From an optimization exercise on the open Yosys and OpenROAD flow, aimed at small area, a short achievable clock period and few clock cycles per item; shortcuts taken in it are not production practice.

==> wip/garnet: inputs <==
==> flow/design.v (excerpt) <==
module popcount_unit (
    input  wire         clk,
    input  wire         rst,         
    input  wire         in_valid,
    input  wire [1:0]   op,          
    input  wire [127:0] operand,
    output reg          out_valid,
    output reg  [7:0]   result,
    output reg          valid,
    output reg          illegal,
    output reg  [2:0]   strategy
);
    wire fs1;
    wire fc2;
    wire fs3;
    wire fc4;
    wire fs5;
    wire fc6;
    wire fs7;
    wire fc8;
    wire fs9;
    wire fc10;
    wire fs11;
    wire fc12;
    wire fs13;
    wire fc14;
    wire fs15;
    wire fc16;
    wire fs17;
    wire fc18;
    wire fs19;
    wire fc20;
    wire fs21;
    wire fc22;
    wire fs23;
    wire fc24;
    wire fs25;
    wire fc26;
    wire fs27;
    wire fc28;
    wire fs29;
    wire fc30;
    wire fs31;
    wire fc32;
    wire fs33;
    wire fc34;
    wire fs35;
    wire fc36;
    wire fs37;
    wire fc38;
    wire fs39;
    wire fc40;
    wire fs41;
    wire fc42;
    wire fs43;
    wire fc44;
    wire fs45;
    wire fc46;
    wire fs47;
    wire fc48;
    wire fs49;
    wire fc50;
    wire fs51;
    wire fc52;
    wire fs53;
    wire fc54;
    wire fs55;
    wire fc56;
    wire fs57;
    wire fc58;
    wire fs59;
    wire fc60;
    wire fs61;
    wire fc62;
    wire fs63;
    wire fc64;
    wire fs65;
    wire fc66;
    wire fs67;
    wire fc68;
    wire fs69;
    wire fc70;
    wire fs71;
    wire fc72;
    wire fs73;
    wire fc74;
    wire fs75;
    wire fc76;
    wire fs77;
    wire fc78;
    wire fs79;
    wire fc80;
    wire fs81;
    wire fc82;
    wire fs83;
    wire fc84;
    wire fs85;
    wire fc86;
    wire fs87;
    wire fc88;
    wire fs89;
    wire fc90;
    wire fs91;
    wire fc92;
    wire fs93;
    wire fc94;
    wire fs95;
    wire fc96;
    wire fs97;
    wire fc98;
    wire fs99;
    wire fc100;
    wire fs101;
    wire fc102;
    wire fs103;
    wire fc104;
    wire fs105;
    wire fc106;
    wire fs107;
    wire fc108;
    wire fs109;
    wire fc110;
    wire fs111;
    wire fc112;
    wire fs113;
    wire fc114;
    wire fs115;
    wire fc116;
    wire fs117;
    wire fc118;
    wire fs119;
    wire fc120;
    wire fs121;
    wire fc122;
  ...
make LEC_CHECK=0 CAP_MARGIN=20 CORE_MARGIN=2 CORE_UTILIZATION=45 SETUP_SLACK_MARGIN=3.3 SLEW_MARGIN=20 SYNTH_HIERARCHICAL=1 SYNTH_MINIMUM_KEEP_SIZE=0 finish   # period 7.0 ns
run.sh (not shown) runs the stock make flow with config.mk's settings and CLKGATE_MAP_FILE= SYNTH_SCRIPT=/design/flow/synth_recipe.tcl, a recipe that flattens the netlist after the stock synthesis.
==> wip/quartz (differences from wip/garnet) <==
==> flow/flow/run.sh (new file) <==
#!/bin/bash
# Layout flow: the standard layout (standard.sh, all ORFS steps from
# synthesis to finish), with the input and output port buffers placed as
# sky130_fd_sc_hd__buf_1 cells instead of the cell buffer_ports picks by
# itself. Each step's full log stays under orfs/logs/; the output of make
# goes to flow_make.log in this folder.
set -euo pipefail
export BUFFER_PORTS_ARGS="-buffer_cell sky130_fd_sc_hd__buf_1"
bash standard.sh > flow_make.log 2>&1
==> flow/standard.sh (new file) <==
#!/bin/bash
# synth_recipe.tcl (not shown) runs the flow's synth.tcl, then flattens the netlist and writes it again
# the make line also repeats each setting of config.mk as NAME=value (left out here)
make -C /OpenROAD-flow-scripts/flow DESIGN_CONFIG=/design/flow/config.mk WORK_HOME=/design/flow/orfs CLKGATE_MAP_FILE= SYNTH_SCRIPT=/design/flow/synth_recipe.tcl "${@:-finish}"
Settings changed: SETUP_SLACK_MARGIN 3.3 to 3.6.
removed: flow/run.sh
==> wip/fjord (differences from wip/garnet) <==
Settings changed: SETUP_SLACK_MARGIN 3.3 to 3.45.
==> impl_metrics.json <==
{
  "cts_setup_buffers": 40,
  "buf_share": 0.200,
  "clk_pin_slew_ps": 80,
  "multi_input_area_um2": 5530,
  "power_frac_comb": 0.680,
  "place_ws_ps": 2320,
  "final_util": 0.673,
  "min_to": "rb0_r2_43",
  "required_ps": 7170,
  "cp.buffers_inverters": 3,
  "grt_pass1_vias": 5976,
  "clock.fmax_mhz": 275,
  "r2r_setup_slack_ps": 3610,
  "crit_path_max_incr_delay_ps": 570,
  "use_met2": 0.527,
  "nFillCells": 1026,
  "instances_no_fill": 895,
  "multi_input_area_share": 0.629,
  "status": "timing/DRC/antenna clean"
}
(the above is from wip/fjord)
==> impl_metrics.json <==
{
  "status": "timing/DRC/antenna clean",
  "clk_pin_slew_ps": 70,
  "final_util": 0.635,
  "use_met2": 0.522,
  "nFillCells": 1088,
  "finalSetupViolCount": 0,
  "grt_pass1_vias": 5805,
  "instances_no_fill": 865,
  "power_frac_comb": 0.674,
  "min_to": "rb0_r2_43",
  "drive_gt1_frac": 0.229,
  "r2r_setup_slack_ps": 3620,
  "cts_setup_buffers": 25,
  "multi_input_area_um2": 5250,
  "place_ws_ps": 2320,
  "crit_path_max_incr_delay_ps": 610,
  "buf_share": 0.187,
  "clock.fmax_mhz": 271
}
(the above is from wip/garnet)
==> impl_metrics.json <==
{
  "status": "timing/DRC/antenna clean",
  "buf_share": 0.157,
  "instances_no_fill": 894,
  "required_ps": 7180,
  "clk_pin_slew_ps": 80,
  "crit_path_max_incr_delay_ps": 670,
  "multi_input_area_share": 0.658,
  "multi_input_area_um2": 5380,
  "power_frac_comb": 0.664,
  "final_util": 0.625,
  "min_to": "ra3_r2_46",
  "cts_setup_buffers": 29,
  "cp.buffers_inverters": 2,
  "place_ws_ps": 2810,
  "use_met2": 0.513
}
(the above is from wip/quartz)
No run of this note included a check of the RTL's function; only the layout flow was run.

-- what the ideal ports hide --
In the flow no input, the clock included, has a driving cell. The finished layouts below were timed again as built, in two steps.
Step 1 (the two cells are an assumption about what drives the block):
set clk [get_ports {clk}]
set_driving_cell -lib_cell sky130_fd_sc_hd__clkbuf_16 $clk
set_driving_cell -lib_cell sky130_fd_sc_hd__buf_2 [delete_from_list [all_inputs] $clk]
Step 2 also shifts input and output timing later by t, the mid clock arrival at the registers, as if the neighbouring blocks saw the same clock.
Slacks: no drivers / after step 1 / after step 2; pairs: no drivers / after step 1.
run	t, ns	setup slack, ns	hold slack, ns	pins driven straight from the clock port
wip/garnet	0.329	3.310 / 3.322 / 2.993	0.461 / 0.461 / 0.461	1
wip/quartz	0.330	3.496 / 3.497 / 3.167	0.450 / 0.450 / 0.450	1
wip/fjord	0.332	3.360 / 3.363 / 3.031	0.453 / 0.453 / 0.453	1
After both steps every run listed still meets setup and hold.
